Context: an optimization exercise on an open-source flow, tuned for small area. The choices shown serve that exercise and are no tape-out recipe.
RTL that was checked went through simulation tests only; none was proved equivalent to the original.
No activity file was given, so power comes from the tool's default toggle rates.

== job 101 ==
// bdi_core
module bdi_core #(
  parameter N_CELLS    = 16,
  parameter T_SETTLE   = 4,
  parameter T_ACTION   = 1000,
  parameter T_DEBOUNCE = 4000
) (
  input             clk,
  input             rst,
  input             cmd_valid,
  output            cmd_ready,
  input      [31:0] cmd_word,
  input             btn1_n,
  input             btn2_n,
  output reg        ser,
  output            srclk,
  output            clr_n,
  output            rclk,
  output            oe_n,
  output reg        ind1,
  output reg        ind2,
  output     [2:0]  res,
  output reg [1:0]  ev,
  output            halted,
  output     [2:0]  flt,
  output     [15:0] finfo,
  output     [31:0] fcmd
);
  localparam OP_NOP    = 6'h00, OP_ENC   = 6'h01, OP_DEC    = 6'h02, OP_BSD   = 6'h03,
             OP_LSD    = 6'h04, OP_MAPCLR= 6'h05, OP_MAPU   = 6'h06, OP_MAPD  = 6'h07,
             OP_BUILD  = 6'h08, OP_INIT  = 6'h09, OP_PUSH   = 6'h0A, OP_SAMPLE= 6'h0B,
             OP_IND    = 6'h0C, OP_INDCLR= 6'h0D, OP_WAIT   = 6'h0E, OP_CYCLE = 6'h0F,
             OP_RUN    = 6'h10;
  localparam F_LEN = 3'd1, F_STATE = 3'd2, F_CELL = 3'd3, F_DOT = 3'd4,
             F_NOINIT = 3'd5, F_ILLEGAL = 3'd6;
  localparam S_IDLE   = 4'd0,
             S_EXEC   = 4'd1,
             S_STOP   = 4'd2,    
             S_WAIT   = 4'd3,    
             S_SAMPLE = 4'd4,    
             S_HOLD   = 4'd5,    
             S_COOL   = 4'd6,    
             S_LSTART = 4'd7,    
             S_CLR    = 4'd8,    
             S_REL    = 4'd9,    
             S_SER    = 4'd10,   
  ...
Size: roughly 2500 cells after synthesis, ~21000 um2 of cells after synthesis.
Settings: LEC_CHECK=0, ABC_AREA=1, CAP_MARGIN=20, CORE_MARGIN=2, CORE_UTILIZATION=40, CTS_BUF_LIST=sky130_fd_sc_hd__clkbuf_8, CTS_CLUSTER_DIAMETER=45, CTS_CLUSTER_SIZE=20, SLEW_MARGIN=40; clock period 10.0 ns.
run.sh (not shown) runs the stock make flow with config.mk's settings and CLKGATE_MAP_FILE= SYNTH_SCRIPT=/design/flow/synth_recipe.tcl, a recipe that flattens the netlist after the stock synthesis.
Inputs modified between job 101 and job 102:
-- flow/design.v --
<<< job 101, line 62
  reg [1:0]   s_code;
  reg [191:0] fb;
  reg [11:0] pm_dat [0:15];
  reg [15:0] pm_flag;
  reg [7:0]  hi_min;      
>>> job 102, line 62
  reg [1:0]   s_code;
  reg [191:0] fb;
  reg [191:0] pm_d;       
  reg [15:0] pm_flag;
  reg [7:0]  hi_min;      
<<< job 101, line 99
    bld_v   = 2'd0;
    for (c = 15; c >= 0; c = c - 1)
      if (pm_flag[c] && !pm_dat[c][2]) begin
        bld_bad = 1'b1;
        bld_v   = pm_dat[c][1:0];
      end
  end
>>> job 102, line 99
    bld_v   = 2'd0;
    for (c = 15; c >= 0; c = c - 1)
      if (pm_flag[c] && pm_d[12*c+2]) begin
        bld_bad = 1'b1;
        bld_v   = pm_d[12*c +: 2];
      end
  end
<<< job 101, line 146
  assign fcmd  = halted ? cmd_q : 32'd0;
  wire exec_ok = (st == S_EXEC) && !fault;
  wire        is_mapu = (op == OP_MAPU);
  wire [17:0] mt = is_mapu ? {6{tag}} : cmd_q[17:0];
>>> job 102, line 146
  assign fcmd  = halted ? cmd_q : 32'd0;
  wire exec_ok = (st == S_EXEC) && !fault;
  wire cmd_keep = (st == S_EXEC) || (st == S_STOP);
  wire        is_mapu = (op == OP_MAPU);
  wire [17:0] mt = is_mapu ? {6{tag}} : cmd_q[17:0];
<<< job 101, line 159
    else if (mt[17]) m_v = mt[16:15];
  end
  wire [11:0] m_dat = {mt[16:15], mt[13:12], mt[10:9], mt[7:6], mt[4], mt[3] & ~m_bad, m_v};
  wire map_wr  = exec_ok && (op == OP_MAPU || op == OP_MAPD);
  wire map_clr = rst || (exec_ok && op == OP_MAPCLR);
  wire do_build = exec_ok && (op == OP_BUILD);
>>> job 102, line 160
    else if (mt[17]) m_v = mt[16:15];
  end
  wire [11:0] m_dat = {mt[16:15], mt[13:12], mt[10:9], mt[7:6], mt[4], mt[3] | m_bad, m_v};
  wire map_wr  = exec_ok && !rst && (op == OP_MAPU || op == OP_MAPD);
  wire map_clr = rst || (exec_ok && op == OP_MAPCLR);
  wire do_build = exec_ok && (op == OP_BUILD);
<<< job 101, line 213
  end
  always @(posedge clk) begin
    cmd_q <= ({32{cmd_ready}} & cmd_word) | ({32{~cmd_ready}} & cmd_q);
    cnt   <= cnt_n;
    if (rst) begin
>>> job 102, line 214
  end
  always @(posedge clk) begin
    cmd_q <= ({32{cmd_ready}} & cmd_word) | ({32{cmd_keep}} & cmd_q);
    cnt   <= cnt_n;
    if (rst) begin
<<< job 101, line 323
  wire        nbuild = ~do_build;
  reg  [15:0] we_c, nwe_c, ld_c;
  reg  [11:0] pm_dat_n [0:15];
  reg  [15:0] pm_flag_n;
  reg  [191:0] fb_n;
>>> job 102, line 324
  wire        nbuild = ~do_build;
  reg  [15:0] we_c, nwe_c, ld_c;
  reg  [191:0] pm_d_n;
  reg  [15:0] pm_flag_n;
  reg  [191:0] fb_n;
<<< job 101, line 330
    for (i = 0; i < 16; i = i + 1) begin
      we_c[i]  = map_wr && (cel == i);
      nwe_c[i] = ~we_c[i];
      ld_c[i]  = do_build & ~pm_flag[i];
      pm_dat_n[i]  = ({12{we_c[i]}} & m_dat) | ({12{nwe_c[i]}} & pm_dat[i]);
      pm_dat_n[i][2] = pm_dat_n[i][2] | map_clr;
      pm_flag_n[i] = (we_c[i] & m_bad) | (nwe_c[i] & pm_flag[i]) | map_clr;
      fb_n[12*i +: 12] = ({12{ld_c[i]}} & pm_dat[i]) | ({12{nbuild}} & fb[12*i +: 12]);
    end
  end
  always @(posedge clk) begin
    for (i = 0; i < 16; i = i + 1) pm_dat[i] <= pm_dat_n[i];
    pm_flag <= pm_flag_n;
    fb      <= fb_n;
>>> job 102, line 331
    for (i = 0; i < 16; i = i + 1) begin
      we_c[i]  = map_wr && (cel == i);
      nwe_c[i] = ~we_c[i] & ~map_clr;    
      ld_c[i]  = do_build & ~pm_flag[i];
      pm_d_n[12*i +: 12] = ({12{we_c[i]}} & m_dat) | ({12{nwe_c[i]}} & pm_d[12*i +: 12]);
      pm_flag_n[i] = (we_c[i] & m_bad) | (~we_c[i] & pm_flag[i]) | map_clr;
      fb_n[12*i +: 12] = ({12{ld_c[i]}} & pm_d[12*i +: 12]) | ({12{nbuild}} & fb[12*i +: 12]);
    end
  end
  always @(posedge clk) begin
    pm_d    <= pm_d_n;
    pm_flag <= pm_flag_n;
    fb      <= fb_n;
--- outcome ---
Ratio of final minimum period to clock period delta for job 102 relative to job 101: 3.7 points lower
Parity-gate share of the synthesized area counting xor and xnor cells delta (job 101 -> job 102): insignificant
Looking at first-pass GRT wire length, job 102 sits about 5% above job 101.
Compared with job 101, job 102 shows a total routed wire length on the met1 layer that is 6.6% higher.
Job 101 → job 102: placeable core area moved down, power share of the clock group moved down.
Job 102 against job 101; final weighted congestion in routability-driven placement is up slightly.
Looking at synthesized netlist cell count, job 102 sits 10% above job 101.
Est. power | job 102 vs job 101 | job 102 lower
Job 102 vs. job 101: leakage power summed over all cells went down by 9.7%, fraction of area in multi-input gates went up by 5.0 points.
For job 101, only the layout was checked, not whether the RTL still works.

## afterwards: timing with drivers on the ports
In the flow no input, the clock included, has a driving cell. The finished layouts below were timed again as built, in two steps.
Step 1 sets driving cells, clkbuf_16 on the clock port and buf_2 on the other inputs (assumed; they add their load-dependent delay and slew).
Step 2 times the ports against the registers' clock, not the clock port: input delays grow and output delays shrink by t, the midpoint of the rising clock arrivals with the driver on.
a / b / c = ideal / step 1 / step 2; a / b = the first two.
run	shift t [ns]	setup WS [ns]	worst setup path after step 2	latest minus earliest clock arrival (ns)	slew at the worst register clock pin (ns)
job 101	0.745	3.847 / 3.791 / 4.536	register to output	0.060 / 0.060	0.11 / 0.11
job 102	0.719	4.212 / 4.158 / 4.877	register to output	0.052 / 0.052	0.12 / 0.12
After both steps every run listed still meets setup and hold.
